From an optimization exercise on the open Yosys and OpenROAD flow, aimed at small area and a short achievable clock period; shortcuts taken in it are not production practice.
Where RTL was checked, it was by simulation tests only, not by an equivalence proof against the original.
Function not checked in runs 2 to 4: the RTL went through the layout flow alone.
Power and IR drop assume default switching activity.

### design/flow/design.v
module r10k_sched (
    input  logic        clk,
    input  logic        rst,           
    input  logic [7:0]  n_insts,       
    output logic [7:0]  prog_addr,     
    input  logic [31:0] prog_data0,    
    input  logic [31:0] prog_data1,    
    output logic [1:0]  status,        
    output logic [15:0] cycle,
    output logic [1:0]  fetch_v,
    output logic [15:0] fetch_idx,
    output logic [1:0]  decode_v,
    output logic [15:0] decode_idx,
    output logic [1:0]  dispatch_v,
    output logic [15:0] dispatch_idx,
    output logic [1:0]  issue_v,
    output logic [15:0] issue_idx,
    output logic [1:0]  execute_v,
    output logic [15:0] execute_idx,
    output logic [1:0]  complete_v,
    output logic [15:0] complete_idx,
    output logic [1:0]  retire_v,
    output logic [15:0] retire_idx
);
  localparam logic [1:0] ST_RUN = 2'd0, ST_DONE = 2'd1, ST_ABORT = 2'd2;
  localparam int DECW = 17;
  logic [7:0]             fp, nd, nr;
  logic [1:0]             fq_len, dq_len;
  logic [4:0]             rob_cnt;
  logic [4:0]             flc;                  
  logic [1:0][DECW-1:0]   fq, dq;
  logic [15:0]            rob_done, rob_dv;
  logic [15:0]            map_rdy;
  logic [3:0]             rs_busy, rs_iss, rs_w1, rs_w2;
  logic [3:0][3:0]        rs_t1, rs_t2, rs_d;
  logic [3:0][7:0]        rs_idx;
  logic [3:0]             rs_lat;               
  logic [1:0]             xq_len;
  logic [1:0][1:0]        xq_k;                 
  logic [1:0]             cq_len;
  logic [1:0][3:0]        cq_d;
  logic [1:0][7:0]        cq_idx;
  logic [1:0]             cq_lat;               
  logic [1:0]             cq_wait;
  logic [15:0]            cycle_r;
  logic [1:0]             status_r;
  logic [6:0][1:0]        ev_v;                 
  logic [1:0][7:0]        ev_iss_idx, ev_cmp_idx;
  logic [3:0][3:0]        rs_slot;
  logic [1:0][3:0]        cq_slot;
  always_comb begin
    for (int q = 0; q < 4; q++) rs_slot[q] = rs_idx[q][3:0];
    for (int j = 0; j < 2; j++) cq_slot[j] = cq_idx[j][3:0];
  end
  logic [3:0][1:0][7:0]   ev_io_idx;            
  wire run = (status_r == ST_RUN);
  wire [3:0] h0 = nr[3:0];
  wire [15:0] done_nx = {rob_done[0], rob_done[15:1]};
  wire [15:0] dv_nx   = {rob_dv[0], rob_dv[15:1]};
  wire       ret0 = (rob_cnt != 5'd0) & rob_done[h0];
  wire       ret1 = ret0 & (rob_cnt[4:1] != 4'd0) & done_nx[h0];
  wire       rel0 = ret0 & rob_dv[h0];
  wire       rel1 = ret1 & dv_nx[h0];
  wire c0 = cq_len[0] & ~cq_wait[0];
  wire c1 = cq_len[1] & ~cq_wait[1];
  wire k0 = cq_len[0] & cq_wait[0];
  wire k1 = cq_len[1] & cq_wait[1];
  wire [1:0] klen = {k0 & k1, k0 | k1};
  function automatic logic woken(input logic [3:0] tag);
    woken = (c0 && tag == cq_slot[0]) || (c1 && tag == cq_slot[1]);
  endfunction
  wire ex0 = xq_len[0] & ~klen[1];
  wire ex1 = xq_len[1] & ~klen[0];
  wire [7:0] ex_idx0 = rs_idx[xq_k[0]];
  wire [7:0] ex_idx1 = rs_idx[xq_k[1]];
  logic [3:0] freed;
  always_comb begin
    for (int q = 0; q < 4; q++)
      freed[q] = (ex0 && xq_k[0] == 2'(q)) || (ex1 && xq_k[1] == 2'(q));
  end
  wire [1:0] xq_rem = ex1 ? 2'b00 : ex0 ? {1'b0, xq_len[1]} : xq_len;
  logic [3:0] w1_n, w2_n, rdy;
  always_comb begin
    for (int q = 0; q < 4; q++) begin
      w1_n[q] = rs_w1[q] & ~woken(rs_t1[q]);
      w2_n[q] = rs_w2[q] & ~woken(rs_t2[q]);
      rdy[q]  = rs_busy[q] & ~rs_iss[q] & ~w1_n[q] & ~w2_n[q];
    end
  end
  logic [1:0] sel0, sel1;
  logic       any0, any1;
  always_comb begin
    any0 = 1'b0; any1 = 1'b0; sel0 = '0; sel1 = '0;
    for (int q = 0; q < 4; q++) begin
      if (rdy[q]) begin
        if (!any0) begin
          any0 = 1'b1; sel0 = 2'(q);
        end else if (!any1) begin
          any1 = 1'b1; sel1 = 2'(q);
        end
      end
    end
  end
  wire iss0 = any0 & ~xq_rem[1];
  wire iss1 = any1 & ~xq_rem[0];
  logic [3:0] issued;
  always_comb begin
    for (int q = 0; q < 4; q++)
      issued[q] = (iss0 && sel0 == 2'(q)) || (iss1 && sel1 == 2'(q));
  end
  wire [3:0] free = ~rs_busy | freed;
  wire [1:0] kA = dq[0][16:15];
  wire       s1vA = dq[0][14], s2vA = dq[0][9], dvA = dq[0][4];
  wire [3:0] s1A = dq[0][13:10], s2A = dq[0][8:5], dA = dq[0][3:0];
  wire [1:0] kB = dq[1][16:15];
  wire       s1vB = dq[1][14], s2vB = dq[1][9], dvB = dq[1][4];
  wire [3:0] s1B = dq[1][13:10], s2B = dq[1][8:5], dB = dq[1][3:0];
  wire aluA = (kA == 2'd0), ldA = (kA == 2'd1), stA = kA[1];
  wire aluB = (kB == 2'd0), ldB = (kB == 2'd1), stB = kB[1];
  function automatic logic found(input logic [1:0] kind, input logic [3:0] fr);
    case (kind)
      2'd0:    found = fr[0] | fr[1];
      2'd1:    found = fr[2];
      default: found = fr[3];
    endcase
  endfunction
  wire [3:0] selA = {stA, ldA, aluA & ~free[0], aluA & free[0]};
  wire [3:0] selB = {stB, ldB, aluB & (aluA | ~free[0]), aluB & ~aluA & free[0]};
  wire foundA = found(kA, free);
  wire foundA_pre = found(kA, ~rs_busy);
  wire foundB = aluB ? (aluA ? (free[0] & free[1]) : (free[0] | free[1])) :
                ldB  ? (free[2] & ~ldA) : (free[3] & ~stA);
  wire rob_full_r = (rob_cnt == 5'd16) & ~ret0;
  wire rob_room2  = (rob_cnt <= 5'd14) | ret0;           
  wire flA_ok = ~dvA | (flc != 5'd0);
  wire flB_ok = ~dvB | ((flc != 5'd0) & ~(dvA & flc == 5'd1));
  wire canA  = dq_len[0] & ~rob_full_r & flA_ok;
  wire dispA = canA & foundA;
  wire dispB = canA & foundA & dq_len[1] & rob_room2 & foundB & flB_ok;
  wire [7:0] nd1 = nd + 8'd1;
  wire [7:0] nd2 = nd + 8'd2;
  wire [3:0] slotA = nd[3:0];
  wire [3:0] slotB = nd[3:0] + 4'd1;
  logic [15:0] mrdy;
  always_comb begin
    for (int r = 0; r < 16; r++)
      mrdy[r] = map_rdy[r] | (c0 && cq_lat[0] && cq_d[0] == 4'(r)) |
                             (c1 && cq_lat[1] && cq_d[1] == 4'(r));
  end
  function automatic logic [3:0] producer(input logic [3:0] r);
    logic [3:0] t;
    t = '0;
    for (int q = 0; q < 4; q++)
      if (rs_busy[q] && rs_lat[q] && rs_d[q] == r) t = t | rs_slot[q];
    if (cq_len[0] && cq_lat[0] && cq_d[0] == r) t = t | cq_slot[0];
    if (cq_len[1] && cq_lat[1] && cq_d[1] == r) t = t | cq_slot[1];
    producer = t;
  endfunction
  wire       wA1 = s1vA & ~mrdy[s1A];
  wire       wA2 = s2vA & ~mrdy[s2A];
  wire       byB1 = dvA & (dA == s1B);
  wire       byB2 = dvA & (dA == s2B);
  wire       wB1 = s1vB & (byB1 | ~mrdy[s1B]);
  wire       wB2 = s2vB & (byB2 | ~mrdy[s2B]);
  wire [3:0] tA1 = producer(s1A);
  wire [3:0] tA2 = producer(s2A);
  wire [3:0] tB1 = byB1 ? slotA : producer(s1B);
  wire [3:0] tB2 = byB2 ? slotA : producer(s2B);
  function automatic logic overwritten(input logic [3:0] r);
    overwritten = (dispA && dvA && dA == r) || (dispB && dvB && dB == r);
  endfunction
  logic [3:0] rs_lat_k;
  logic [1:0] cq_lat_k;
  always_comb begin
    for (int q = 0; q < 4; q++) rs_lat_k[q] = rs_lat[q] & ~overwritten(rs_d[q]);
    for (int j = 0; j < 2; j++) cq_lat_k[j] = cq_lat[j] & ~overwritten(cq_d[j]);
  end
  wire latA = dvA & ~(dispB & dvB & (dB == dA));
  wire       more0 = (fp != n_insts);
  wire [7:0] fp1 = fp + 8'd1;
  wire [7:0] fp2 = fp + 8'd2;
  wire       more1 = more0 & (fp1 != n_insts);
  typedef struct packed {
    logic [1:0] m;         
    logic [1:0] nf;        
    logic [1:0] dq_n, fq_n;
  } fe_t;
  function automatic fe_t front(input logic [1:0] dq_after);
    fe_t r;
    logic [1:0] room, fq_after;
    room = {~dq_after[0], ~dq_after[1]};
    r.m = fq_len & room;
    fq_after = {fq_len[1] & ~r.m[0], fq_len[1] ? ~r.m[1] : fq_len[0] & ~r.m[0]};
    r.nf = {~fq_after[0], ~fq_after[1]} & {more1, more0};
    r.dq_n = {dq_after[1] | (dq_after[0] & r.m[0]) | r.m[1], dq_after[0] | r.m[0]};
    r.fq_n = {fq_after[1] | (fq_after[0] & r.nf[0]) | r.nf[1], fq_after[0] | r.nf[0]};
    front = r;
  endfunction
  fe_t fe_0, fe_1, fe_2, fe;
  assign fe_0 = front(dq_len);
  assign fe_1 = front({1'b0, dq_len[1]});
  assign fe_2 = front(2'b00);
  assign fe   = dispB ? fe_2 : dispA ? fe_1 : fe_0;
  wire [7:0] nr1 = nr + 8'd1;
  wire [7:0] nr2 = nr + 8'd2;
  wire done_n = ret1 ? (nr2 == n_insts) : ret0 ? (nr1 == n_insts) : (nr == n_insts);
  wire progress = ret0 | c0 | c1 | ex0 | (any0 & ~xq_len[1]) | (canA & foundA_pre) |
                  (fq_len[0] & ~dq_len[1]) | (more0 & ~fq_len[1]);
  wire abort_n = ~progress & ~cq_len[0];
  wire [4:0] rc_r = rob_cnt - 5'({ret1, ret0 & ~ret1});
  wire [1:0] fl_take = {dispB & dvA & dvB, (dispA & dvA) ^ (dispB & dvB)};
  wire [1:0] fl_rel  = {rel0 & rel1, rel0 ^ rel1};
  logic [4:0] fl_next;
  always_comb begin
    case ({fl_rel, fl_take})
      4'b0000, 4'b0101, 4'b1010: fl_next = flc;
      4'b0100, 4'b1001:          fl_next = flc + 5'd1;
      4'b1000:                   fl_next = flc + 5'd2;
      4'b0001, 4'b0110:          fl_next = flc - 5'd1;
      default:                   fl_next = flc - 5'd2;
    endcase
  end
  always_ff @(posedge clk) begin
    if (rst) begin
      fp <= '0;
      cycle_r <= 16'd1;
      status_r <= ST_RUN;
      ev_v <= '0;
    end else if (run) begin
      fp <= fe.nf[1] ? fp2 : fe.nf[0] ? fp1 : fp;
      cycle_r <= (done_n | abort_n) ? cycle_r : cycle_r + 16'd1;
      status_r <= done_n ? ST_DONE : abort_n ? ST_ABORT : ST_RUN;
      ev_v[0] <= fe.nf;
      ev_v[1] <= fe.m;
      ev_v[2] <= {dispB, dispA};
      ev_v[3] <= {iss1, iss0};
      ev_v[4] <= {ex1, ex0};
      ev_v[5] <= {c0 & c1, c0 | c1};
      ev_v[6] <= {ret1, ret0};
    end else begin
      ev_v <= '0;
    end
  end
  always_ff @(posedge clk) begin
    if (rst) begin
      nd <= '0;  nr <= '0;
      fq_len <= '0;  dq_len <= '0;
      rob_cnt <= '0;
      flc <= 5'd16;
      rob_done <= '0;
      map_rdy <= '1;
      rs_busy <= '0;
      xq_len <= '0;
      cq_len <= '0;
    end else begin
      nd   <= dispB ? nd2 : dispA ? nd1 : nd;
      nr   <= ret1 ? nr2 : ret0 ? nr1 : nr;
      fq_len <= fe.fq_n;
      dq_len <= fe.dq_n;
      rob_cnt <= dispB ? rc_r + 5'd2 : dispA ? rc_r + 5'd1 : rc_r;
      flc  <= fl_next;
      for (int s = 0; s < 16; s++) begin
        if ((dispA && slotA == 4'(s)) || (dispB && slotB == 4'(s)))
          rob_done[s] <= 1'b0;
        else
          rob_done[s] <= rob_done[s] | (c0 && cq_slot[0] == 4'(s)) | (c1 && cq_slot[1] == 4'(s));
      end
      for (int r = 0; r < 16; r++) begin
        if ((dispA && dvA && dA == 4'(r)) || (dispB && dvB && dB == 4'(r)))
          map_rdy[r] <= 1'b0;
        else
          map_rdy[r] <= mrdy[r];
      end
      for (int q = 0; q < 4; q++)
        rs_busy[q] <= (rs_busy[q] & ~freed[q]) | (dispA & selA[q]) | (dispB & selB[q]);
      xq_len <= {xq_rem[1] | (xq_rem[0] & iss0) | iss1, xq_rem[0] | iss0};
      cq_len <= {klen[1] | (klen[0] & ex0) | ex1, klen[0] | ex0};
    end
  end
  function automatic logic [DECW-1:0] dec_word(input logic [31:0] w);
    dec_word = {w[1:0], w[2], w[11:8], w[3], w[19:16], w[4], w[27:24]};
  endfunction
  wire [1:0] dq_after = dispB ? 2'b00 : dispA ? {1'b0, dq_len[1]} : dq_len;
  wire [1:0] fq_after = {fq_len[1] & ~fe.m[0], fq_len[1] ? ~fe.m[1] : fq_len[0] & ~fe.m[0]};
  always_ff @(posedge clk) begin
    dq[0] <= dq_after[0] ? (dispA ? dq[1] : dq[0]) : fq[0];
    dq[1] <= dq_after[1] ? dq[1] : (dq_after[0] ? fq[0] : fq[1]);
    fq[0] <= fq_after[0] ? (fe.m[0] ? fq[1] : fq[0]) : dec_word(prog_data0);
    fq[1] <= fq_after[1] ? fq[1] : (fq_after[0] ? dec_word(prog_data0) : dec_word(prog_data1));
    for (int s = 0; s < 16; s++) begin
      if (dispA && slotA == 4'(s)) rob_dv[s] <= dvA;
      if (dispB && slotB == 4'(s)) rob_dv[s] <= dvB;
    end
    for (int q = 0; q < 4; q++) begin
      if (!free[q]) begin
        rs_iss[q] <= rs_iss[q] | issued[q];
        rs_w1[q]  <= w1_n[q];
        rs_w2[q]  <= w2_n[q];
        rs_lat[q] <= rs_lat_k[q];
      end else if (selA[q]) begin
        rs_iss[q] <= 1'b0;
        rs_w1[q] <= wA1;  rs_t1[q] <= tA1;
        rs_w2[q] <= wA2;  rs_t2[q] <= tA2;
        rs_idx[q] <= nd;
        rs_d[q] <= dA;  rs_lat[q] <= latA;
      end else begin
        rs_iss[q] <= 1'b0;
        rs_w1[q] <= wB1;  rs_t1[q] <= tB1;
        rs_w2[q] <= wB2;  rs_t2[q] <= tB2;
        rs_idx[q] <= nd1;
        rs_d[q] <= dB;  rs_lat[q] <= dvB;
      end
    end
    xq_k[0] <= xq_rem[0] ? (ex0 ? xq_k[1] : xq_k[0]) : sel0;
    xq_k[1] <= xq_rem[1] ? xq_k[1] : (xq_rem[0] ? sel0 : sel1);
    if (k0) begin
      cq_idx[0] <= cq_idx[0];    cq_wait[0] <= 1'b0;
      cq_d[0] <= cq_d[0];        cq_lat[0] <= cq_lat_k[0];
    end else if (k1) begin
      cq_idx[0] <= cq_idx[1];    cq_wait[0] <= 1'b0;
      cq_d[0] <= cq_d[1];        cq_lat[0] <= cq_lat_k[1];
    end else begin
      cq_idx[0] <= ex_idx0;      cq_wait[0] <= xq_k[0][1];
      cq_d[0] <= rs_d[xq_k[0]];  cq_lat[0] <= rs_lat_k[xq_k[0]];
    end
    if (k0 & k1) begin
      cq_idx[1] <= cq_idx[1];    cq_wait[1] <= 1'b0;
      cq_d[1] <= cq_d[1];        cq_lat[1] <= cq_lat_k[1];
    end else if (k0 | k1) begin
      cq_idx[1] <= ex_idx0;      cq_wait[1] <= xq_k[0][1];
      cq_d[1] <= rs_d[xq_k[0]];  cq_lat[1] <= rs_lat_k[xq_k[0]];
    end else begin
      cq_idx[1] <= ex_idx1;      cq_wait[1] <= xq_k[1][1];
      cq_d[1] <= rs_d[xq_k[1]];  cq_lat[1] <= rs_lat_k[xq_k[1]];
    end
    ev_cmp_idx[0] <= c0 ? cq_idx[0] : cq_idx[1];
    ev_cmp_idx[1] <= cq_idx[1];
    ev_iss_idx[0] <= rs_idx[sel0];
    ev_iss_idx[1] <= rs_idx[sel1];
    ev_io_idx[0] <= {fp1, fp};
    ev_io_idx[1] <= dq_len[1] ? {nd + 8'd3, nd2} : dq_len[0] ? {nd2, nd1} : {nd1, nd};
    ev_io_idx[2] <= {nd1, nd};
    ev_io_idx[3] <= {nr1, nr};
  end
  wire [7:0] exe_idx0 = (cq_len[1] && ev_v[4] == 2'b01) ? cq_idx[1] : cq_idx[0];
  assign prog_addr = fp;
  assign status    = status_r;
  assign cycle     = cycle_r;
  assign fetch_v    = ev_v[0];  assign fetch_idx    = ev_io_idx[0];
  assign decode_v   = ev_v[1];  assign decode_idx   = ev_io_idx[1];
  assign dispatch_v = ev_v[2];  assign dispatch_idx = ev_io_idx[2];
  assign issue_v    = ev_v[3];
  assign issue_idx  = ev_iss_idx;
  assign execute_v  = ev_v[4];
  assign execute_idx  = {cq_idx[1], exe_idx0};
  assign complete_v = ev_v[5];
  assign complete_idx = ev_cmp_idx;
  assign retire_v   = ev_v[6];  assign retire_idx   = ev_io_idx[3];
endmodule
### design/flow/flow/run.sh
#!/bin/bash
# The standard layout (the standard.sh, standard synthesis unchanged), with two changes to
# how the layout is optimised, not to what it is measured against:
#  - the port buffers are plain buffers (buf_1) instead of the default delay-style cell;
#  - the setup repair aims for more slack than the standard margin, and may change a cell's
#    footprint when it resizes.
# make's full output goes to flow.log here; ORFS's per-step logs stay under orfs/logs.
set -euo pipefail
bash standard.sh "BUFFER_PORTS_ARGS=-buffer_cell sky130_fd_sc_hd__buf_1" \
  SETUP_SLACK_MARGIN=7 MATCH_CELL_FOOTPRINT=0 finish > flow.log 2>&1
### design/flow/standard.sh
#!/bin/bash
# synth_recipe.tcl (not shown) runs the flow's synth.tcl, then flattens the netlist and writes it again
# the make line also repeats each setting of config.mk as NAME=value (left out here)
make -C /OpenROAD-flow-scripts/flow DESIGN_CONFIG=/design/flow/config.mk WORK_HOME=/design/flow/orfs CLKGATE_MAP_FILE= SYNTH_SCRIPT=/design/flow/synth_recipe.tcl "${@:-finish}"
### design/flow/config.mk
export PLATFORM = sky130hd
export DESIGN_NAME = r10k_sched
export DESIGN_NICKNAME = r10k_sched
export VERILOG_FILES = /design/flow/design.v
export SDC_FILE = /design/flow/constraint.sdc
export NUM_CORES = 4
export LEC_CHECK = 0
export CAP_MARGIN = 20
export CORE_MARGIN = 2
export CORE_UTILIZATION = 40
export CTS_CLUSTER_DIAMETER = 100
export CTS_CLUSTER_SIZE = 20
export SLEW_MARGIN = 20
### design/flow/constraint.sdc
create_clock -name core_clock -period 11.0 [get_ports {clk}]
set_input_delay 2.2000 -clock core_clock [delete_from_list [all_inputs] [get_ports {clk}]]
set_output_delay 2.2000 -clock core_clock [all_outputs]
set_load 0.01 [all_outputs]
==> flow_metrics.env, run 1 <==
export IMPL_timing_rr_start="xq_k[1]$_DFFE_PP_"
export IMPL_number_of_vias_per_cell_after_detailed_routing=5.904
export IMPL_start_util_pct=40.48
export IMPL_synth_avg_cell_area_um2=9.865
export IMPL_top_level_ports=226
export IMPL_cts_made_buffers=28
export IMPL_maxSlewHeadroom_pct=21.09
export IMPL_antenna_cells_inserted=0
export IMPL_final_design_area_no_fill_um2=27660
export IMPL_drive_above_1_share_pct=13.63
export IMPL_filler_instances=5968
export IMPL_worst_slack_ns=6.990
export IMPL_layout_commonest_cell="nand2_1"
export IMPL_r2r_end="flc[4]$_SDFFE_PP1N_"
export IMPL_ff2ff_setup_slack_ns=7.06
export IMPL_clock_sink_count=418
export IMPL_register_area_um2=10310
export IMPL_globalRoute_totalOverflow=0
export IMPL_worst_ep_arrival_time_ns=1.81
export IMPL_hold_path_class="reg -> reg"
export IMPL_hold_path_cell_count=0
export IMPL_timing_hold_worst_endpoint="ev_cmp_idx[8]$_DFF_P_"
export IMPL_ir_drop_mv=0.1215
export IMPL_clock_latency_ns=0.62
export IMPL_route_antenna_remaining_nets=0
export IMPL_drt_wirelength_per_cell_um=23.42
export IMPL_num_nets_final=2724
export IMPL_postSynthNetCount=2636
export IMPL_drc=0
export IMPL_drv_cap=0
export IMPL_finalCriticalPeriod_ns=4.010
export IMPL_hold_path_startpoint="cq_idx[8]$_DFFE_PN_"
export IMPL_critical_path_required_ns=8.80
export IMPL_outcome="finished clean"
export IMPL_report_power_total_w=0.006030
export IMPL_synth_seq_area_share_pct=41.19
export IMPL_finalHoldViolations=0
export IMPL_synth_edff_count=192
export IMPL_row_count=91
export IMPL_area_growth_syn_to_layout_pct=10.72
export IMPL_die_y_um=253.9
export IMPL_drt_first_iter_violations=2240
export IMPL_most_common_layout_cells="248 x nand2_1, 219 x dfxtp_1, 201 x xnor2_1, 192 x edfxtp_1, 185 x buf_1"
export IMPL_htree_num_levels=1
export IMPL_synthFlopType="dfxtp_1"
export IMPL_max_freq_mhz=249.4
export IMPL_gp_congestion=0.9340
export IMPL_dpl_cell_area_um2=26290
export IMPL_cp_max_fo=8
export IMPL_netlist_instances=2532
export IMPL_layout_core_utilization_pct=44.82
export IMPL_final_period_util_pct=36.45
export IMPL_port_buffer_count=195
export IMPL_cts_tree="yes"
export IMPL_setup_worst_path_end_class="primary output"
export IMPL_largest_net_degree_at_the_start_of_global_routing=77
export IMPL_clk_pin_slew_ns=0.09
export IMPL_start_kind="register"
export IMPL_vias_in_the_first_global_route=19630
export IMPL_synth_largest_type_area_fraction_pct=23.08
export IMPL_antenna_found_initial=0
export IMPL_setup_viol=0
export IMPL_setup_total_negative_slack_ns=0
export IMPL_rsz0062_at_grt="yes"
export IMPL_synth_largest_area_cell="edfxtp_1"
export IMPL_hpwlAfterDp_mm=56.46
export IMPL_multiInputGateArea_um2=13850
export IMPL_detail_route_first_pass_iterations=6
export IMPL_power_leakage_nw=9.922
export IMPL_post_synth_instance_area_um2=24980
export IMPL_synth_seq_cells=418
export IMPL_total_via_count_in_the_routed_design=20540
export IMPL_die_area_um2=64460
export IMPL_detail_route_wirelength_mm=81.46
export IMPL_cts_root_buffer_cell="clkbuf_16"
export IMPL_worst_slew_pin_slew_ns=1.173
export IMPL_asyncSetResetFlopFracSynth_pct=0
export IMPL_yosys_warnings=1
export IMPL_global_route_wire_length_before_repair_mm=121.0
export IMPL_synth_area_top_cells="edfxtp_1 23%, dfxtp_1 18%, xnor2_1 7.1%"
export IMPL_groute_usage_overall_pct=24.45
export IMPL_die_width_um=253.9
export IMPL_synthDistinctLibCells=106
export IMPL_fin_skew_ns=0.03240
export IMPL_crit_path_category="reg -> out"
export IMPL_post_place_ws_ns=6.064
export IMPL_power_per_cell_area_nw_per_um2=218.0
export IMPL_placeableCoreArea_um2=61710
export IMPL_maxSlewViolCount=0
export IMPL_timing_reg2reg_worst_path_depth=18
export IMPL_ctsLongestPathBuffers=3
kinds of logic after synthesis:
group | Yosys count | share of synthesized area [%]
AND/OR/NAND/NOR | 765 | 14.60
AO/OA/AOI/OAI | 466 | 13.35
flip-flops | 418 | 41.19
XOR/XNOR | 321 | 11.26
multiplexers | 268 | 13.57
buffers and inverters | 263 | 4.433
adder cells (fa/ha/maj) | 31 | 1.603
through the flow:
step / hold slack, ns / cells
2_1_floorplan: 0.3290 / 2532
3_3_place_gp: 0.4166 / 3405
3_5_place_dp: 0.4144 / 3405
4_1_cts: 0.4412 / 3464
5_1_grt: 0.4730 / 3478
6_report: 0.4348 / 3478
state kept, by name (all words and copies together), names as in the netlist, 5 cells and up:
register / cells
ev_io_idx: 64
rob_dv: 16
ev_cmp_idx: 16
cycle_r: 16
nr: 8
cq_d: 8
rs_t1: 16
rs_idx: 32
cq_idx: 16
flc: 5
ev_v: 14
fq: 34
rs_d: 16
ev_iss_idx: 16
rob_cnt: 5
fp: 8
rob_done: 16
map_rdy: 16
dq: 34
nd: 8
rs_t2: 16
area by class of cell:
| cell class | instances | share of cell area [%] |
|---|---|---|
| multi-input combinational | 1854 | 50.07 |
| sequential | 418 | 37.27 |
| tap | 837 | 3.787 |
| clock buffer | 41 | 2.900 |
| clock inverter | 10 | 0.3529 |
| inverter | 59 | 0.8415 |
| timing repair buffer | 259 | 4.777 |
per-layer routing:
layer	wire length [um]	vias to the layer above	global-route usage [%]	share of wire, %
li1	-	9376	-	-
met1	35160	10050	33.65	43
met2	36780	947	38.68	45
met3	6772	159	4.579	8.3
met4	2749	0	7.899	3.4
met5	0	-	0	0
where the power goes:
| part | leakage (nW) | internal, W | switching, W | total (W) |
|---|---|---|---|---|
| sequential | 3.93 | 0.00203 | 0.000565 | 0.00259 |
| combinational | 5.55 | 0.000991 | 0.00133 | 0.00232 |
| clock | 0.444 | 0.000522 | 0.000599 | 0.00112 |
worst max path at each step:
stage | start | to | slack, ns | cells past startpoint
floorplan | n_insts[7] | cycle_r[2]$_SDFFE_PP0P_ | 6.96 | 11
global placement | nr[0]$_SDFFE_PP0P_ | flc[4]$_SDFFE_PP1N_ | 6.13 | 17
detailed placement | nr[0]$_SDFFE_PP0P_ | flc[4]$_SDFFE_PP1N_ | 6.06 | 17
CTS | dq[16]$_DFFE_PP_ | flc[4]$_SDFFE_PP1N_ | 6.84 | 16
global route | cq_wait[0]$_SDFF_PP0_ | flc[4]$_SDFFE_PP1N_ | 6.87 | 17
finish | ev_v[9]$_SDFF_PP0_ | execute_idx[2] | 6.99 | 4
what timing repair did:
action,CTS,global route
gates resized for setup,42,46
setup endpoints to repair,204,191
cloned,2,1
hold buffers,0,0
pin swaps,5,5
setup buffers,6,12
worst max-delay path, stage by stage (launching register included):
cell and delay (ns):
dfxtp_1 0.42, nand3b_1 0.16, buf_6 0.19, mux2_4 0.33, buf_6 0.12
Yosys cell counts (5+ instances only):
cell type    n
xor2_1     119
mux4_2      45
xnor2_1    202
buf_4        9
or3_1       21
or2_2        6
nand2b_1    20
a221oi_1    30
nor2_1     169
buf_6        5
a21oi_1    102
o221ai_1    13
mux2i_1    108
ha_1        28
dfxtp_1    226
mux2_2     115
nor3_1      76
o21a_1      11
a221o_1     13
edfxtp_1   192
a2111oi_0   12
o31ai_1     21
a31oi_1     32
buf_2       26
a22oi_1     49
a211oi_1    18
nand2_1    254
and3_1      13
clkbuf_1   131
nor3b_1      8
buf_1       32
and2_1      14
inv_1       54
o21ai_0     69
o21ai_1     12
nor4_1      19
o22ai_1     12
nor2b_1     28
nand3_1     80
nand4_1     23
==> inputs of run 2 (changes only) <==
--- a/design/flow/design.v
+++ b/design/flow/design.v
@@ -34,4 +34,3 @@
   logic [3:0]             rs_busy, rs_iss, rs_w1, rs_w2;
-  logic [3:0][3:0]        rs_t1, rs_t2, rs_d;
-  logic [3:0][7:0]        rs_idx;
+  logic [3:0][3:0]        rs_t1, rs_t2, rs_slot, rs_d;
   logic [3:0]             rs_lat;               
@@ -40,4 +39,3 @@
   logic [1:0]             cq_len;
-  logic [1:0][3:0]        cq_d;
-  logic [1:0][7:0]        cq_idx;
+  logic [1:0][3:0]        cq_slot, cq_d;
   logic [1:0]             cq_lat;               
@@ -47,9 +45,3 @@
   logic [6:0][1:0]        ev_v;                 
-  logic [1:0][7:0]        ev_iss_idx, ev_cmp_idx;
-  logic [3:0][3:0]        rs_slot;
-  logic [1:0][3:0]        cq_slot;
-  always_comb begin
-    for (int q = 0; q < 4; q++) rs_slot[q] = rs_idx[q][3:0];
-    for (int j = 0; j < 2; j++) cq_slot[j] = cq_idx[j][3:0];
-  end
+  logic [1:0][7:0]        ev_iss_idx, ev_exe_idx, ev_cmp_idx;
   logic [3:0][1:0][7:0]   ev_io_idx;            
@@ -63,2 +55,6 @@
   wire       rel1 = ret1 & dv_nx[h0];
+  wire [3:0] nr_hi1 = nr[7:4] + 4'd1;
+  function automatic logic [7:0] idx_of(input logic [3:0] slot);
+    idx_of = {(slot < nr[3:0]) ? nr_hi1 : nr[7:4], slot};
+  endfunction
   wire c0 = cq_len[0] & ~cq_wait[0];
@@ -73,4 +69,4 @@
   wire ex1 = xq_len[1] & ~klen[0];
-  wire [7:0] ex_idx0 = rs_idx[xq_k[0]];
-  wire [7:0] ex_idx1 = rs_idx[xq_k[1]];
+  wire [3:0] ex_slot0 = rs_slot[xq_k[0]];
+  wire [3:0] ex_slot1 = rs_slot[xq_k[1]];
   logic [3:0] freed;
@@ -303,3 +299,3 @@
         rs_w2[q] <= wA2;  rs_t2[q] <= tA2;
-        rs_idx[q] <= nd;
+        rs_slot[q] <= slotA;
         rs_d[q] <= dA;  rs_lat[q] <= latA;
@@ -309,3 +305,3 @@
         rs_w2[q] <= wB2;  rs_t2[q] <= tB2;
-        rs_idx[q] <= nd1;
+        rs_slot[q] <= slotB;
         rs_d[q] <= dB;  rs_lat[q] <= dvB;
@@ -316,9 +312,9 @@
     if (k0) begin
-      cq_idx[0] <= cq_idx[0];    cq_wait[0] <= 1'b0;
+      cq_slot[0] <= cq_slot[0];  cq_wait[0] <= 1'b0;
       cq_d[0] <= cq_d[0];        cq_lat[0] <= cq_lat_k[0];
     end else if (k1) begin
-      cq_idx[0] <= cq_idx[1];    cq_wait[0] <= 1'b0;
+      cq_slot[0] <= cq_slot[1];  cq_wait[0] <= 1'b0;
       cq_d[0] <= cq_d[1];        cq_lat[0] <= cq_lat_k[1];
     end else begin
-      cq_idx[0] <= ex_idx0;      cq_wait[0] <= xq_k[0][1];
+      cq_slot[0] <= ex_slot0;    cq_wait[0] <= xq_k[0][1];
       cq_d[0] <= rs_d[xq_k[0]];  cq_lat[0] <= rs_lat_k[xq_k[0]];
@@ -326,15 +322,17 @@
     if (k0 & k1) begin
-      cq_idx[1] <= cq_idx[1];    cq_wait[1] <= 1'b0;
+      cq_slot[1] <= cq_slot[1];  cq_wait[1] <= 1'b0;
       cq_d[1] <= cq_d[1];        cq_lat[1] <= cq_lat_k[1];
     end else if (k0 | k1) begin
-      cq_idx[1] <= ex_idx0;      cq_wait[1] <= xq_k[0][1];
+      cq_slot[1] <= ex_slot0;    cq_wait[1] <= xq_k[0][1];
       cq_d[1] <= rs_d[xq_k[0]];  cq_lat[1] <= rs_lat_k[xq_k[0]];
     end else begin
-      cq_idx[1] <= ex_idx1;      cq_wait[1] <= xq_k[1][1];
+      cq_slot[1] <= ex_slot1;    cq_wait[1] <= xq_k[1][1];
       cq_d[1] <= rs_d[xq_k[1]];  cq_lat[1] <= rs_lat_k[xq_k[1]];
     end
-    ev_cmp_idx[0] <= c0 ? cq_idx[0] : cq_idx[1];
-    ev_cmp_idx[1] <= cq_idx[1];
-    ev_iss_idx[0] <= rs_idx[sel0];
-    ev_iss_idx[1] <= rs_idx[sel1];
+    ev_iss_idx[0] <= idx_of(rs_slot[sel0]);
+    ev_iss_idx[1] <= idx_of(rs_slot[sel1]);
+    ev_exe_idx[0] <= idx_of(ex_slot0);
+    ev_exe_idx[1] <= idx_of(ex_slot1);
+    ev_cmp_idx[0] <= idx_of(c0 ? cq_slot[0] : cq_slot[1]);
+    ev_cmp_idx[1] <= idx_of(cq_slot[1]);
     ev_io_idx[0] <= {fp1, fp};
@@ -344,3 +342,2 @@
   end
-  wire [7:0] exe_idx0 = (cq_len[1] && ev_v[4] == 2'b01) ? cq_idx[1] : cq_idx[0];
   assign prog_addr = fp;
@@ -354,3 +351,3 @@
   assign execute_v  = ev_v[4];
-  assign execute_idx  = {cq_idx[1], exe_idx0};
+  assign execute_idx  = ev_exe_idx;
   assign complete_v = ev_v[5];
==> design/flow/flow/run.sh (replaced) <==
#!/bin/bash
# The standard layout (the standard.sh, standard synthesis unchanged), with two changes to
# how the layout is optimised, not to what it is measured against:
#  - the port buffers are plain buffers (buf_2) instead of the default delay-style cell;
#  - the setup repair aims for more slack than the standard margin, and may change a cell's
#    footprint when it resizes.
# make's full output goes to flow.log here; ORFS's per-step logs stay under orfs/logs.
set -euo pipefail
bash standard.sh "BUFFER_PORTS_ARGS=-buffer_cell sky130_fd_sc_hd__buf_2" \
  SETUP_SLACK_MARGIN=7 MATCH_CELL_FOOTPRINT=0 finish > flow.log 2>&1
--- a/design/flow/config.mk
+++ b/design/flow/config.mk
@@ -10,4 +10,2 @@
 export CORE_UTILIZATION = 40
-export CTS_CLUSTER_DIAMETER = 100
-export CTS_CLUSTER_SIZE = 20
 export SLEW_MARGIN = 20
==> run 2 against run 1 <==
First-iteration DRC count shrank 0.63%. Non-clock buffer count grew 65. Sequential share of layout area shrank 2.8 points. Die area shrank 3.4%. Clock skew grew 0.013 ns. Wire length shrank 0.97%. Setup slack lost 0.41 ns. Worst hold slack lost 0.0014 ns. Critical path type is now reg -> reg. Largest power group unchanged.
==> flow_metrics.env, run 2 <==
export IMPL_yosys_cell_count_top_type="nand2_1"
export IMPL_antenna_cells_inserted=0
export IMPL_cp_num_buf_inv=6
export IMPL_largest_reg_flops=64
export IMPL_drt_first_iter_violations=2226
export IMPL_hold_path_cell_count=0
export IMPL_finalCriticalPeriod_ns=4.425
export IMPL_drv_cap=0
export IMPL_worst_slew_pin_slew_ns=1.179
export IMPL_largest_register="ev_io_idx"
export IMPL_reg_largest_list="ev_io_idx x64, dq x34, fq x34"
export IMPL_cell_count_final_fillers_out=3545
export IMPL_layout_commonest_cell="nand2_1"
export IMPL_most_common_layout_cells="354 x nand2_1, 233 x dfxtp_1, 194 x buf_2, 190 x xnor2_1, 168 x edfxtp_1"
export IMPL_hold_path_class="reg -> reg"
export IMPL_final_period_util_pct=40.23
export IMPL_clk_pin_slew_ns=0.06
export IMPL_post_synth_instance_area_um2=24110
export IMPL_finalHoldViolations=0
export IMPL_die_y_um=249.5
export IMPL_critical_path_required_ns=11.49
export IMPL_cp_max_fo=22
export IMPL_power_per_cell_area_nw_per_um2=226.1
export IMPL_clock_latency_ns=0.60
export IMPL_synthFlopType="dfxtp_1"
export IMPL_groute_usage_overall_pct=25.05
export IMPL_critical_path_max_stage_delay_ns=0.42
export IMPL_cp_top_family="compound AO/OA/AOI/OAI gates"
export IMPL_max_freq_mhz=226.0
export IMPL_hold_buffers=0
export IMPL_crit_path_start="cq_slot[7]$_DFFE_PN_"
export IMPL_placeableCoreArea_um2=59350
export IMPL_rsz0062_at_grt="yes"
export IMPL_port_buffer_count=195
export IMPL_place_inst=3352
export IMPL_timing_critical_path_slowest_stage_cell="edfxtp_1"
export IMPL_top_level_ports=226
export IMPL_global_route_wire_length_before_repair_mm=122.4
export IMPL_synth_area_top_cells="edfxtp_1 21%, dfxtp_1 20%, xnor2_1 7.0%"
export IMPL_row_count=89
export IMPL_timing_rr_start="cq_slot[7]$_DFFE_PN_"
export IMPL_post_place_ws_ns=5.595
export IMPL_antenna_found_initial=1
export IMPL_fin_skew_ns=0.04564
export IMPL_globalRoute_totalOverflow=0
export IMPL_htree_num_levels=2
export IMPL_netlist_instances=2543
export IMPL_start_util_pct=40.61
export IMPL_power_leakage_nw=11.46
export IMPL_timing_hold_worst_endpoint="ev_cmp_idx[11]$_DFF_P_"
export IMPL_largest_net_degree_at_the_start_of_global_routing=74
export IMPL_setup_total_negative_slack_ns=0
export IMPL_synthDistinctLibCells=103
export IMPL_setup_viol=0
export IMPL_start_kind="register"
export IMPL_drive_above_1_share_pct=23.05
export IMPL_timing_reg2reg_worst_path_depth=22
export IMPL_drt_wirelength_per_cell_um=22.76
export IMPL_synth_edff_count=168
export IMPL_synth_seq_area_share_pct=41.03
export IMPL_setup_worst_path_end_class="register"
export IMPL_yosys_warnings=1
export IMPL_vias_in_the_first_global_route=20400
export IMPL_total_via_count_in_the_routed_design=21180
export IMPL_detail_route_wirelength_mm=80.67
export IMPL_num_nets_final=2856
export IMPL_asyncSetResetFlopFracSynth_pct=0
export IMPL_area_growth_syn_to_layout_pct=19.13
export IMPL_ir_drop_mv=0.1500
export IMPL_crit_path_category="reg -> reg"
export IMPL_r2r_end="ev_iss_idx[13]$_DFF_P_"
export IMPL_clock_sink_count=410
export IMPL_ctsLongestPathBuffers=3
export IMPL_synth_largest_area_cell="edfxtp_1"
export IMPL_gp_congestion=0.9312
export IMPL_outcome="finished clean"
export IMPL_synth_seq_cells=410
export IMPL_synth_avg_cell_area_um2=9.479
export IMPL_number_of_vias_per_cell_after_detailed_routing=5.975
export IMPL_hold_path_startpoint="cq_slot[7]$_DFFE_PN_"
export IMPL_route_antenna_remaining_nets=0
export IMPL_path_cells="buf_8, xnor2_1, nand3_1, o31ai_2, a31oi_1, or3_4, ha_4, inv_4, a21oi_4, o32ai_4, buf_12, buf_6, buf_12, mux2i_2, mux2i_2, ha_1, a21oi_2, inv_2, nor3_2, a22o_1, nor2_2, mux2_4"
export IMPL_maxSlewHeadroom_pct=21.36
export IMPL_worst_ep_arrival_time_ns=4.92
export IMPL_detail_route_first_pass_iterations=9
export IMPL_worst_slack_ns=6.575
export IMPL_die_width_um=249.5
export IMPL_cts_tree="yes"
export IMPL_ff2ff_setup_slack_ns=6.58
export IMPL_cts_root_buffer_cell="clkbuf_16"
export IMPL_synth_largest_type_area_fraction_pct=20.93
export IMPL_die_area_um2=62240
export IMPL_cts_made_buffers=47
export IMPL_drc=0
export IMPL_postSynthNetCount=2666
export IMPL_maxSlewViolCount=0
export IMPL_netlist_top_cells_count="355 x nand2_1, 242 x dfxtp_1, 194 x xnor2_1"
export IMPL_hpwlAfterDp_mm=55.60
## run 2: changes by cell type after synthesis, moves of 16 or more
cell | previous run | this run
edfxtp_1 | 192 | 168
nor2_1 | 169 | 140
mux2i_1 | 108 | 78
o21ai_0 | 69 | 105
dfxtp_1 | 226 | 242
a21o_1 | 3 | 27
mux2_2 | 115 | 56
ha_1 | 28 | 47
nand2_1 | 254 | 355
o211ai_1 | 3 | 19
## run 2: where the power goes
group          switching (W)  internal, W
registers           0.000570      0.00195
logic                0.00128      0.00103
clock network       0.000686     0.000974
## run 2: cell type report
| type | instances | area [um2] |
|---|---|---|
| sequential | 410 | 9911 |
| tap | 773 | 967.2 |
| clock buffer | 58 | 1310 |
| fill | 5431 | 30640 |
| timing repair buffer | 324 | 2160 |
| multi-input combinational | 1888 | 13780 |
| inverter | 62 | 254.0 |
| clock inverter | 30 | 335.3 |
## run 2: how the worst max path moves through the flow
stage,endpoint,slack (ns),cells past startpoint
floorplan,ev_iss_idx[5]$_DFF_P_,6.77,19
global placement,ev_iss_idx[5]$_DFF_P_,5.68,14
detailed placement,ev_iss_idx[5]$_DFF_P_,5.59,14
CTS,ev_iss_idx[5]$_DFF_P_,6.50,19
global route,ev_iss_idx[5]$_DFF_P_,6.39,20
finish,ev_iss_idx[13]$_DFF_P_,6.58,22
## run 2: cell families (layout without fill, tap and decap cells)
logic type,Yosys count,in the layout,share of synthesized area [%]
and+or+nand+nor,861,861,16.82
AOI/OAI and AO/OA,483,484,14.11
DFF,410,410,41.03
xor gates and xnor gates,317,317,11.52
buffers and inverters,246,474,4.147
muxes,176,176,9.732
adders and majority gates,50,50,2.652
## run 2: per-layer routing
metal / GRT usage (%) / share of wire [%] / up-vias
met3: 4.287 / 9.1 / 220
li1: - / - / 9528
met2: 39.13 / 45 / 1136
met4: 9.656 / 4.2 / 0
met5: 0 / 0 / -
met1: 34.61 / 42 / 10300
## run 2: metrics by stage
stage | instance area (um2) | power (W) | utilization [%] | hold WS (ns)
floorplan | 24260 | 0.003871 | - | 0.3290
global placement | 25600 | 0.004479 | 43.14 | 0.3608
detailed placement | 25600 | 0.004550 | 43.14 | 0.3731
CTS | 28150 | 0.006364 | 47.42 | 0.4311
global route | 28720 | 0.006806 | 48.38 | 0.4504
finish | 28720 | 0.006492 | 48.38 | 0.4335
## run 2: timing repair
item,in CTS,in global routing
buffers inserted,77,25
cloned,1,2
gates resized for setup,67,73
pin swaps,23,23
setup endpoints to repair,237,86
==> inputs of run 3 (changes only) <==
--- a/design/flow/flow/run.sh
+++ b/design/flow/flow/run.sh
@@ -9,2 +9,2 @@
 bash standard.sh "BUFFER_PORTS_ARGS=-buffer_cell sky130_fd_sc_hd__buf_2" \
-  SETUP_SLACK_MARGIN=7 MATCH_CELL_FOOTPRINT=0 finish > flow.log 2>&1
+  SETUP_SLACK_MARGIN=7.5 MATCH_CELL_FOOTPRINT=0 finish > flow.log 2>&1
==> run 3 against run 2 <==
Still clean on timing, DRC and antenna. Final cell count up 1.2%. Worst hold slack better by 0.0017 ns. Wire length is 3.3% higher.
==> flow_metrics.env, run 3 <==
export IMPL_final_period_util_pct=41.01
export IMPL_detail_route_wirelength_mm=83.37
export IMPL_antenna_cells_inserted=0
export IMPL_cp_max_fo=5
export IMPL_worst_slew_pin_slew_ns=1.096
export IMPL_power_per_cell_area_nw_per_um2=222.3
export IMPL_number_of_vias_per_cell_after_detailed_routing=5.923
export IMPL_antenna_found_initial=2
export IMPL_detail_route_first_pass_iterations=6
export IMPL_synthFlopType="dfxtp_1"
export IMPL_dpl_cell_area_um2=25720
export IMPL_vias_in_the_first_global_route=20780
export IMPL_worst_ep_arrival_time_ns=4.98
export IMPL_setup_worst_path_end_class="register"
export IMPL_clock_latency_ns=0.61
export IMPL_groute_usage_overall_pct=25.86
export IMPL_rsz0062_at_grt="yes"
export IMPL_drc=0
export IMPL_hold_path_class="reg -> reg"
export IMPL_clk_pin_slew_ns=0.06
export IMPL_ir_drop_mv=0.1232
export IMPL_reg_largest_list="ev_io_idx x64, dq x34, fq x34"
export IMPL_top_level_ports=226
export IMPL_maxSlewViolCount=0
export IMPL_num_nets_final=2902
export IMPL_yosys_cell_count_top_type="nand2_1"
export IMPL_row_count=89
export IMPL_final_design_area_no_fill_um2=29730
export IMPL_start_util_pct=40.61
export IMPL_die_y_um=249.5
export IMPL_synth_area_top_cells="edfxtp_1 21%, dfxtp_1 20%, xnor2_1 7.0%"
export IMPL_placeableCoreArea_um2=59350
export IMPL_gp_congestion=0.9172
export IMPL_synth_seq_cells=410
export IMPL_largest_reg_flops=64
export IMPL_synth_seq_area_share_pct=41.03
export IMPL_hpwlAfterDp_mm=56.27
export IMPL_cts_tree="yes"
export IMPL_route_antenna_remaining_nets=0
export IMPL_die_width_um=249.5
export IMPL_die_area_um2=62240
export IMPL_globalRoute_totalOverflow=0
export IMPL_largest_register="ev_io_idx"
export IMPL_drive_above_1_share_pct=27.00
export IMPL_start_kind="register"
export IMPL_critical_path_required_ns=11.47
export IMPL_htree_num_levels=2
export IMPL_total_via_count_in_the_routed_design=21250
export IMPL_finalCriticalPeriod_ns=4.511
export IMPL_cts_root_buffer_cell="clkbuf_16"
export IMPL_synth_largest_type_area_fraction_pct=20.93
export IMPL_synth_edff_count=168
export IMPL_cts_made_buffers=46
export IMPL_clock_sink_count=410
export IMPL_drt_wirelength_per_cell_um=23.23
export IMPL_maxSlewHeadroom_pct=26.91
export IMPL_synth_avg_cell_area_um2=9.479
export IMPL_setup_total_negative_slack_ns=0
export IMPL_crit_path_category="reg -> reg"
export IMPL_most_common_layout_cells="350 x nand2_1, 223 x dfxtp_1, 187 x buf_2, 180 x xnor2_1, 168 x edfxtp_1"
export IMPL_finalHoldViolations=0
export IMPL_area_growth_syn_to_layout_pct=23.33
export IMPL_global_route_wire_length_before_repair_mm=125.8
export IMPL_port_buffer_count=195
export IMPL_synth_largest_area_cell="edfxtp_1"
export IMPL_synthDistinctLibCells=103
export IMPL_ctsLongestPathBuffers=3
export IMPL_outcome="finished clean"
export IMPL_layout_commonest_cell="nand2_1"
export IMPL_postSynthNetCount=2666
export IMPL_post_synth_instance_area_um2=24110
export IMPL_report_power_total_w=0.006610
export IMPL_power_leakage_nw=11.86
export IMPL_netlist_instances=2543
export IMPL_max_freq_mhz=221.7
export IMPL_largest_net_degree_at_the_start_of_global_routing=74
export IMPL_drv_cap=0
export IMPL_hold_buffers=0
export IMPL_yosys_warnings=1
export IMPL_drt_first_iter_violations=2237
export IMPL_asyncSetResetFlopFracSynth_pct=0
export IMPL_fin_skew_ns=0.03330
export IMPL_setup_viol=0
export IMPL_netlist_top_cells_count="355 x nand2_1, 242 x dfxtp_1, 194 x xnor2_1"
==> run 3: cell counts after synthesis <==
Identical to the previous run, type by type.
==> run 3: layout make-up <==
type                            count  area (um2)
Tap cell                          773       967.2
Inverter                           62       279.0
Sequential cell                   410        9933
Fill cell                        5362       29620
Timing Repair inverter              1       8.758
Clock inverter                     18       274.0
Clock buffer                       66        1350
Multi-Input combinational cell   1889       14290
Timing Repair Buffer              369        2630
==> run 3: critical path, stage by stage (launching register included) <==
cell      delay (ns)
edfxtp_1        0.50
buf_4           0.20
buf_12          0.13
xor2_2          0.16
nor3_2          0.14
a31oi_2         0.15
or3_4           0.41
ha_4            0.19
inv_4           0.06
a21oi_4         0.05
a21oi_4         0.27
mux4_2          0.60
ha_4            0.24
a21o_1          0.15
a21o_1          0.17
or2_4           0.24
a211oi_2        0.14
a22o_1          0.23
nor2_2          0.07
mux2_2          0.29
==> run 3: where the power goes <==
group / internal [W] / leakage (nW) / switching (W)
Clock: 0.000998 / 0.787 / 0.000656
Combinational: 0.00110 / 7.29 / 0.00134
Sequential: 0.00195 / 3.79 / 0.000557
Total: 0.00405 / 11.9 / 0.00256
==> run 3: kinds of logic (layout without fill, tap and decap cells) <==
kind of cell             Yosys count  in the layout  synth area share [%]
AO/OA/AOI/OAI                    483            484                 14.11
XOR/XNOR                         317            317                 11.52
adder cells (fa/ha/maj)           50             50                 2.652
buffers and inverters            246            516                 4.147
flip-flops                       410            410                 41.03
multiplexers                     176            176                 9.732
AND/OR/NAND/NOR                  861            862                 16.82
==> run 3: path summary, 6_finish.rpt <==
| path | endpoint | from | slack (ns) | depth (start not counted) |
|---|---|---|---|---|
| worst max-delay path | ev_iss_idx[5]$_DFF_P_ | cq_slot[3]$_DFFE_PN_ | 6.49 | 19 |
| worst min register to register | ev_io_idx[6]$_DFF_P_ | fp[6]$_SDFFE_PP0P_ | 0.44 | 0 |
| worst min-delay path | ev_io_idx[6]$_DFF_P_ | fp[6]$_SDFFE_PP0P_ | 0.44 | 0 |
| worst max register to register | ev_iss_idx[5]$_DFF_P_ | cq_slot[3]$_DFFE_PN_ | 6.49 | 19 |
==> run 3: metrics by stage <==
stage / instances / util (%) / hold slack [ns] / setup WS, ns
3_5_place_dp: 3356 / 43.33 / 0.3629 / 5.542
3_3_place_gp: 3356 / 43.33 / 0.3609 / 5.598
6_report: 3588 / 50.09 / 0.4352 / 6.489
2_1_floorplan: 2543 / - / 0.3290 / 6.773
5_1_grt: 3588 / 50.09 / 0.4463 / 6.391
4_1_cts: 3548 / 48.77 / 0.4521 / 6.550
==> run 3: repair_timing <==
action                                  CTS  global route
gates resized for setup                 183           107
endpoints found under the setup margin  312           159
gates cloned                              5             1
pin swaps                                95            41
buffers inserted                        103            39
==> run 3: layer usage <==
metal | wire, um | vias to the layer above | track usage, %
li1 | - | 9627 | -
met1 | 35470 | 10340 | 35.20
met2 | 37580 | 1065 | 40.68
met3 | 7200 | 223 | 5.100
met4 | 3103 | 2 | 9.673
met5 | 9 | - | 0
==> inputs of run 4 (changes only) <==
--- a/design/flow/design.v
+++ b/design/flow/design.v
@@ -34,3 +34,4 @@
   logic [3:0]             rs_busy, rs_iss, rs_w1, rs_w2;
-  logic [3:0][3:0]        rs_t1, rs_t2, rs_slot, rs_d;
+  logic [3:0][3:0]        rs_t1, rs_t2, rs_d;
+  logic [3:0][7:0]        rs_idx;
   logic [3:0]             rs_lat;               
@@ -39,3 +40,4 @@
   logic [1:0]             cq_len;
-  logic [1:0][3:0]        cq_slot, cq_d;
+  logic [1:0][3:0]        cq_d;
+  logic [1:0][7:0]        cq_idx;
   logic [1:0]             cq_lat;               
@@ -45,5 +47,20 @@
   logic [6:0][1:0]        ev_v;                 
-  logic [1:0][7:0]        ev_iss_idx, ev_exe_idx, ev_cmp_idx;
+  logic [1:0][7:0]        ev_iss_idx, ev_cmp_idx;
+  logic [3:0][3:0]        rs_slot;
+  logic [1:0][3:0]        cq_slot;
+  always_comb begin
+    for (int q = 0; q < 4; q++) rs_slot[q] = rs_idx[q][3:0];
+    for (int j = 0; j < 2; j++) cq_slot[j] = cq_idx[j][3:0];
+  end
   logic [3:0][1:0][7:0]   ev_io_idx;            
   wire run = (status_r == ST_RUN);
+  function automatic logic [7:0] inc8(input logic [7:0] x);
+    for (int i = 0; i < 8; i++) inc8[i] = x[i] ^ (&(x | ~((8'd1 << i) - 8'd1)));
+  endfunction
+  function automatic logic [4:0] inc5(input logic [4:0] x);
+    for (int i = 0; i < 5; i++) inc5[i] = x[i] ^ (&(x | ~((5'd1 << i) - 5'd1)));
+  endfunction
+  function automatic logic [4:0] dec5(input logic [4:0] x);
+    for (int i = 0; i < 5; i++) dec5[i] = x[i] ^ ~(|(x & ((5'd1 << i) - 5'd1)));
+  endfunction
   wire [3:0] h0 = nr[3:0];
@@ -55,6 +72,2 @@
   wire       rel1 = ret1 & dv_nx[h0];
-  wire [3:0] nr_hi1 = nr[7:4] + 4'd1;
-  function automatic logic [7:0] idx_of(input logic [3:0] slot);
-    idx_of = {(slot < nr[3:0]) ? nr_hi1 : nr[7:4], slot};
-  endfunction
   wire c0 = cq_len[0] & ~cq_wait[0];
@@ -69,4 +82,4 @@
   wire ex1 = xq_len[1] & ~klen[0];
-  wire [3:0] ex_slot0 = rs_slot[xq_k[0]];
-  wire [3:0] ex_slot1 = rs_slot[xq_k[1]];
+  wire [7:0] ex_idx0 = rs_idx[xq_k[0]];
+  wire [7:0] ex_idx1 = rs_idx[xq_k[1]];
   logic [3:0] freed;
@@ -135,4 +148,4 @@
   wire dispB = canA & foundA & dq_len[1] & rob_room2 & foundB & flB_ok;
-  wire [7:0] nd1 = nd + 8'd1;
-  wire [7:0] nd2 = nd + 8'd2;
+  wire [7:0] nd1 = inc8(nd);
+  wire [7:0] nd2 = {inc8({1'b0, nd[7:1]}) , nd[0]} ;
   wire [3:0] slotA = nd[3:0];
@@ -175,4 +188,4 @@
   wire       more0 = (fp != n_insts);
-  wire [7:0] fp1 = fp + 8'd1;
-  wire [7:0] fp2 = fp + 8'd2;
+  wire [7:0] fp1 = inc8(fp);
+  wire [7:0] fp2 = {inc8({1'b0, fp[7:1]}) , fp[0]} ;
   wire       more1 = more0 & (fp1 != n_insts);
@@ -199,4 +212,4 @@
   assign fe   = dispB ? fe_2 : dispA ? fe_1 : fe_0;
-  wire [7:0] nr1 = nr + 8'd1;
-  wire [7:0] nr2 = nr + 8'd2;
+  wire [7:0] nr1 = inc8(nr);
+  wire [7:0] nr2 = {inc8({1'b0, nr[7:1]}) , nr[0]} ;
   wire done_n = ret1 ? (nr2 == n_insts) : ret0 ? (nr1 == n_insts) : (nr == n_insts);
@@ -205,3 +218,18 @@
   wire abort_n = ~progress & ~cq_len[0];
-  wire [4:0] rc_r = rob_cnt - 5'({ret1, ret0 & ~ret1});
+  wire [4:0] rc_p1 = inc5(rob_cnt), rc_p2 = inc5(rc_p1);
+  wire [4:0] rc_m1 = dec5(rob_cnt), rc_m2 = dec5(rc_m1);
+  wire [4:0] fl_p1 = inc5(flc), fl_p2 = inc5(fl_p1);
+  wire [4:0] fl_m1 = dec5(flc), fl_m2 = dec5(fl_m1);
+  wire [1:0] rc_ret = {ret1, ret0 & ~ret1};
+  wire [1:0] rc_dis = {dispB, dispA & ~dispB};
+  logic [4:0] rc_next;
+  always_comb begin
+    case ({rc_dis, rc_ret})
+      4'b0000, 4'b0101, 4'b1010: rc_next = rob_cnt;
+      4'b0100, 4'b1001:          rc_next = rc_p1;
+      4'b1000:                   rc_next = rc_p2;
+      4'b0001, 4'b0110:          rc_next = rc_m1;
+      default:                   rc_next = rc_m2;
+    endcase
+  end
   wire [1:0] fl_take = {dispB & dvA & dvB, (dispA & dvA) ^ (dispB & dvB)};
@@ -212,6 +240,6 @@
       4'b0000, 4'b0101, 4'b1010: fl_next = flc;
-      4'b0100, 4'b1001:          fl_next = flc + 5'd1;
-      4'b1000:                   fl_next = flc + 5'd2;
-      4'b0001, 4'b0110:          fl_next = flc - 5'd1;
-      default:                   fl_next = flc - 5'd2;
+      4'b0100, 4'b1001:          fl_next = fl_p1;
+      4'b1000:                   fl_next = fl_p2;
+      4'b0001, 4'b0110:          fl_next = fl_m1;
+      default:                   fl_next = fl_m2;
     endcase
@@ -255,3 +283,3 @@
       dq_len <= fe.dq_n;
-      rob_cnt <= dispB ? rc_r + 5'd2 : dispA ? rc_r + 5'd1 : rc_r;
+      rob_cnt <= rc_next;
       flc  <= fl_next;
@@ -299,3 +327,3 @@
         rs_w2[q] <= wA2;  rs_t2[q] <= tA2;
-        rs_slot[q] <= slotA;
+        rs_idx[q] <= nd;
         rs_d[q] <= dA;  rs_lat[q] <= latA;
@@ -305,3 +333,3 @@
         rs_w2[q] <= wB2;  rs_t2[q] <= tB2;
-        rs_slot[q] <= slotB;
+        rs_idx[q] <= nd1;
         rs_d[q] <= dB;  rs_lat[q] <= dvB;
@@ -312,9 +340,9 @@
     if (k0) begin
-      cq_slot[0] <= cq_slot[0];  cq_wait[0] <= 1'b0;
+      cq_idx[0] <= cq_idx[0];    cq_wait[0] <= 1'b0;
       cq_d[0] <= cq_d[0];        cq_lat[0] <= cq_lat_k[0];
     end else if (k1) begin
-      cq_slot[0] <= cq_slot[1];  cq_wait[0] <= 1'b0;
+      cq_idx[0] <= cq_idx[1];    cq_wait[0] <= 1'b0;
       cq_d[0] <= cq_d[1];        cq_lat[0] <= cq_lat_k[1];
     end else begin
-      cq_slot[0] <= ex_slot0;    cq_wait[0] <= xq_k[0][1];
+      cq_idx[0] <= ex_idx0;      cq_wait[0] <= xq_k[0][1];
       cq_d[0] <= rs_d[xq_k[0]];  cq_lat[0] <= rs_lat_k[xq_k[0]];
@@ -322,17 +350,15 @@
     if (k0 & k1) begin
-      cq_slot[1] <= cq_slot[1];  cq_wait[1] <= 1'b0;
+      cq_idx[1] <= cq_idx[1];    cq_wait[1] <= 1'b0;
       cq_d[1] <= cq_d[1];        cq_lat[1] <= cq_lat_k[1];
     end else if (k0 | k1) begin
-      cq_slot[1] <= ex_slot0;    cq_wait[1] <= xq_k[0][1];
+      cq_idx[1] <= ex_idx0;      cq_wait[1] <= xq_k[0][1];
       cq_d[1] <= rs_d[xq_k[0]];  cq_lat[1] <= rs_lat_k[xq_k[0]];
     end else begin
-      cq_slot[1] <= ex_slot1;    cq_wait[1] <= xq_k[1][1];
+      cq_idx[1] <= ex_idx1;      cq_wait[1] <= xq_k[1][1];
       cq_d[1] <= rs_d[xq_k[1]];  cq_lat[1] <= rs_lat_k[xq_k[1]];
     end
-    ev_iss_idx[0] <= idx_of(rs_slot[sel0]);
-    ev_iss_idx[1] <= idx_of(rs_slot[sel1]);
-    ev_exe_idx[0] <= idx_of(ex_slot0);
-    ev_exe_idx[1] <= idx_of(ex_slot1);
-    ev_cmp_idx[0] <= idx_of(c0 ? cq_slot[0] : cq_slot[1]);
-    ev_cmp_idx[1] <= idx_of(cq_slot[1]);
+    ev_cmp_idx[0] <= c0 ? cq_idx[0] : cq_idx[1];
+    ev_cmp_idx[1] <= cq_idx[1];
+    ev_iss_idx[0] <= rs_idx[sel0];
+    ev_iss_idx[1] <= rs_idx[sel1];
     ev_io_idx[0] <= {fp1, fp};
@@ -342,2 +368,3 @@
   end
+  wire [7:0] exe_idx0 = (cq_len[1] && ev_v[4] == 2'b01) ? cq_idx[1] : cq_idx[0];
   assign prog_addr = fp;
@@ -351,3 +378,3 @@
   assign execute_v  = ev_v[4];
-  assign execute_idx  = ev_exe_idx;
+  assign execute_idx  = {cq_idx[1], exe_idx0};
   assign complete_v = ev_v[5];
--- a/design/flow/flow/run.sh
+++ b/design/flow/flow/run.sh
@@ -9,2 +9,2 @@
 bash standard.sh "BUFFER_PORTS_ARGS=-buffer_cell sky130_fd_sc_hd__buf_2" \
-  SETUP_SLACK_MARGIN=7.5 MATCH_CELL_FOOTPRINT=0 finish > flow.log 2>&1
+  SETUP_SLACK_MARGIN=7 MATCH_CELL_FOOTPRINT=0 finish > flow.log 2>&1
--- a/design/flow/config.mk
+++ b/design/flow/config.mk
@@ -10,2 +10,4 @@
 export CORE_UTILIZATION = 40
+export CTS_CLUSTER_DIAMETER = 100
+export CTS_CLUSTER_SIZE = 20
 export SLEW_MARGIN = 20
==> run 4 against run 3 <==
Still clean. Combinational power rose by 18%. Final cell count fell by 0.36%. First-iteration DRC count fell by 7.0%. Register-to-register slack improved by 0.64 ns. Die area rose by 6.7%. Critical endpoint is now execute_idx[0]. Highest routed layer unchanged.
==> flow_metrics.env, run 4 <==
export IMPL_outcome="finished clean"
export IMPL_asyncSetResetFlopFracSynth_pct=0
export IMPL_synth_seq_area_share_pct=39.97
export IMPL_area_growth_syn_to_layout_pct=12.41
export IMPL_reg_largest_list="ev_io_idx x64, dq x34, fq x34"
export IMPL_port_buffer_count=195
export IMPL_yosys_cell_count_top_type="nand2_1"
export IMPL_crit_path_start="cq_idx[0]$_DFFE_PN_"
export IMPL_drc=0
export IMPL_clock_power_share_pct=16.2
export IMPL_drive_above_1_share_pct=22.66
export IMPL_clock_latency_ns=0.62
export IMPL_fin_skew_ns=0.02588
export IMPL_switching_share_pct=42.92
export IMPL_row_count=93
export IMPL_drt_first_iter_violations=2080
export IMPL_die_area_um2=66400
export IMPL_internal_power_w=0.003796
export IMPL_max_freq_mhz=251.5
export IMPL_worst_slack_ns=7.024
export IMPL_cp_endpoint="execute_idx[0]"
export IMPL_largest_reg_flops=64
export IMPL_layout_core_utilization_pct=45.22
export IMPL_ir_drop_mv=0.1442
export IMPL_start_kind="register"
export IMPL_power_frac_comb_pct=43.4
export IMPL_final_period_util_pct=36.14
export IMPL_rsz0062_at_grt="yes"
export IMPL_critical_path_max_stage_delay_ns=0.54
export IMPL_netlist_top_cells_count="232 x nand2_1, 226 x dfxtp_1, 192 x edfxtp_1"
export IMPL_worst_ep_arrival_time_ns=1.78
export IMPL_netlist_instances=2602
export IMPL_ctsLongestPathBuffers=3
export IMPL_timing_rr_start="cq_wait[0]$_SDFF_PP0_"
export IMPL_setup_worst_path_end_class="primary output"
export IMPL_die_width_um=257.7
export IMPL_num_nets_final=2823
export IMPL_most_common_layout_cells="230 x nand2_1, 217 x dfxtp_1, 195 x buf_2, 192 x edfxtp_1, 170 x xnor2_1"
export IMPL_power_frac_seq_pct=40.4
export IMPL_total_via_count_in_the_routed_design=21300
export IMPL_crit_path_category="reg -> out"
export IMPL_largest_register="ev_io_idx"
export IMPL_r2r_end="dq[11]$_DFFE_PP_"
export IMPL_hpwlAfterDp_mm=59.55
export IMPL_detail_route_first_pass_iterations=6
export IMPL_synth_edff_count=192
export IMPL_global_route_wire_length_before_repair_mm=129.1
export IMPL_htree_num_levels=1
export IMPL_worst_slew_pin_slew_ns=1.142
export IMPL_gp_congestion=0.9513
export IMPL_yosys_warnings=1
export IMPL_route_antenna_remaining_nets=0
export IMPL_hold_path_class="reg -> reg"
export IMPL_clk_pin_slew_ns=0.09
export IMPL_antenna_found_initial=2
export IMPL_cts_made_buffers=27
export IMPL_ff2ff_setup_slack_ns=7.13
export IMPL_power_leakage_nw=11.21
export IMPL_dpl_cell_area_um2=27390
export IMPL_hold_buffers=0
export IMPL_finalCriticalPeriod_ns=3.976
export IMPL_globalRoute_totalOverflow=0
export IMPL_groute_usage_overall_pct=24.94
export IMPL_synthDistinctLibCells=102
export IMPL_finalHoldViolations=0
export IMPL_detail_route_wirelength_mm=85.94
export IMPL_power_per_cell_area_nw_per_um2=229.9
export IMPL_synth_seq_cells=418
export IMPL_post_synth_instance_area_um2=25740
export IMPL_vias_in_the_first_global_route=20510
export IMPL_cts_root_buffer_cell="clkbuf_16"
export IMPL_top_level_ports=226
export IMPL_drv_cap=0
export IMPL_clock_sink_count=418
export IMPL_maxSlewHeadroom_pct=23.14
export IMPL_critical_path_required_ns=8.80
export IMPL_cts_tree="yes"
export IMPL_setup_viol=0
export IMPL_placeableCoreArea_um2=64000
export IMPL_filler_instances=6121
export IMPL_synth_largest_area_cell="edfxtp_1"
export IMPL_number_of_vias_per_cell_after_detailed_routing=5.959
export IMPL_die_y_um=257.7
export IMPL_layout_commonest_cell="nand2_1"
export IMPL_maxSlewViolCount=0
export IMPL_synth_avg_cell_area_um2=9.894
export IMPL_switching_power_w=0.002855
export IMPL_synthFlopType="dfxtp_1"
export IMPL_path_cells="buf_4, mux2_2, buf_2"
export IMPL_drt_wirelength_per_cell_um=24.04
export IMPL_timing_critical_path_slowest_stage_cell="edfxtp_1"
export IMPL_final_design_area_no_fill_um2=28940
export IMPL_post_place_ws_ns=5.627
export IMPL_postSynthNetCount=2725
export IMPL_start_util_pct=40.22
export IMPL_setup_total_negative_slack_ns=0
export IMPL_cp_max_fo=6
export IMPL_timing_reg2reg_worst_path_depth=13
export IMPL_synth_area_top_cells="edfxtp_1 22%, dfxtp_1 18%, xnor2_1 5.9%"
export IMPL_synth_largest_type_area_fraction_pct=22.40
export IMPL_largest_net_degree_at_the_start_of_global_routing=85
[run 4: kinds of logic (layout without fill, tap and decap cells)]
| group | count (synthesis) | count (layout) | synth area share [%] |
|---|---|---|---|
| adders and majority gates | 50 | 50 | 2.425 |
| buffers and inverters | 289 | 403 | 4.627 |
| other | 0 | 1 | 0 |
| AOI/OAI and AO/OA | 489 | 489 | 13.43 |
| xor gates and xnor gates | 294 | 294 | 10.09 |
| and+or+nand+nor | 759 | 762 | 14.53 |
| muxes | 303 | 303 | 14.93 |
| DFF | 418 | 418 | 39.97 |
[run 4: worst min-delay path by stage]
stage / start / end / slack [ns] / cells past startpoint
2_1_floorplan: nr[6]$_SDFFE_PP0P_ / ev_io_idx[54]$_DFF_P_ / 0.33 / 0
3_3_place_gp: nr[1]$_SDFFE_PP0P_ / ev_io_idx[49]$_DFF_P_ / 0.40 / 0
3_5_place_dp: nr[1]$_SDFFE_PP0P_ / ev_io_idx[49]$_DFF_P_ / 0.41 / 0
4_1_cts: nr[1]$_SDFFE_PP0P_ / ev_io_idx[49]$_DFF_P_ / 0.44 / 0
5_1_grt: nr[7]$_SDFFE_PP0P_ / ev_io_idx[55]$_DFF_P_ / 0.46 / 0
6_report: nr[1]$_SDFFE_PP0P_ / ev_io_idx[49]$_DFF_P_ / 0.45 / 0
[run 4: stage by stage]
step / hold WS [ns] / instances / total power, W
6_report: 0.4485 / 3575 / 0.006651
5_1_grt: 0.4616 / 3574 / 0.006998
4_1_cts: 0.4350 / 3547 / 0.006542
3_5_place_dp: 0.4122 / 3486 / 0.005407
3_3_place_gp: 0.4037 / 3486 / 0.005339
2_1_floorplan: 0.3290 / 2602 / 0.004510
[run 4: worst max-delay path, delay by kind of cell (launching register included)]
| family | cells | cell delay [ns] |
|---|---|---|
| mux | 1 | 0.26 |
| buf+inv | 2 | 0.35 |
| flops | 1 | 0.54 |
[run 4: layout make-up]
| class | instances | area, um2 | share of cell area [%] |
|---|---|---|---|
| Antenna cell | 1 | 2.502 | 0.008648 |
| Clock buffer | 40 | 754.5 | 2.607 |
| Clock inverter | 8 | 82.58 | 0.2854 |
| Inverter | 71 | 287.8 | 0.9945 |
| Multi-Input combinational cell | 1898 | 14700 | 50.79 |
| Sequential cell | 418 | 10310 | 35.62 |
| Tap cell | 855 | 1070 | 3.697 |
| Timing Repair Buffer | 284 | 1735 | 5.997 |
[run 4: power groups by stage]
stage	Combinational [W]	Sequential [W]	Clock (W)
floorplan	0.00220	0.00231	0
CTS	0.00278	0.00267	0.00110
finish	0.00288	0.00269	0.00108
detailed placement	0.00271	0.00270	0
global placement	0.00265	0.00269	0
global route	0.00311	0.00274	0.00115
[run 4: per-layer routing]
metal	global-route usage (%)	vias to the layer above	wire [um]	part of all wire (%)
li1	-	9704	-	-
met1	33.80	10500	36290	42
met5	0	-	14	0.016
met2	40.35	934	39780	46
met3	4.230	168	6848	8.0
met4	8.510	2	3005	3.5
[run 4: timing repair]
action                     CTS  global route
pin swaps                    7            12
gates resized for setup     51            44
gates cloned                 2             1
buffers inserted            11            24
setup endpoints to repair  326           137
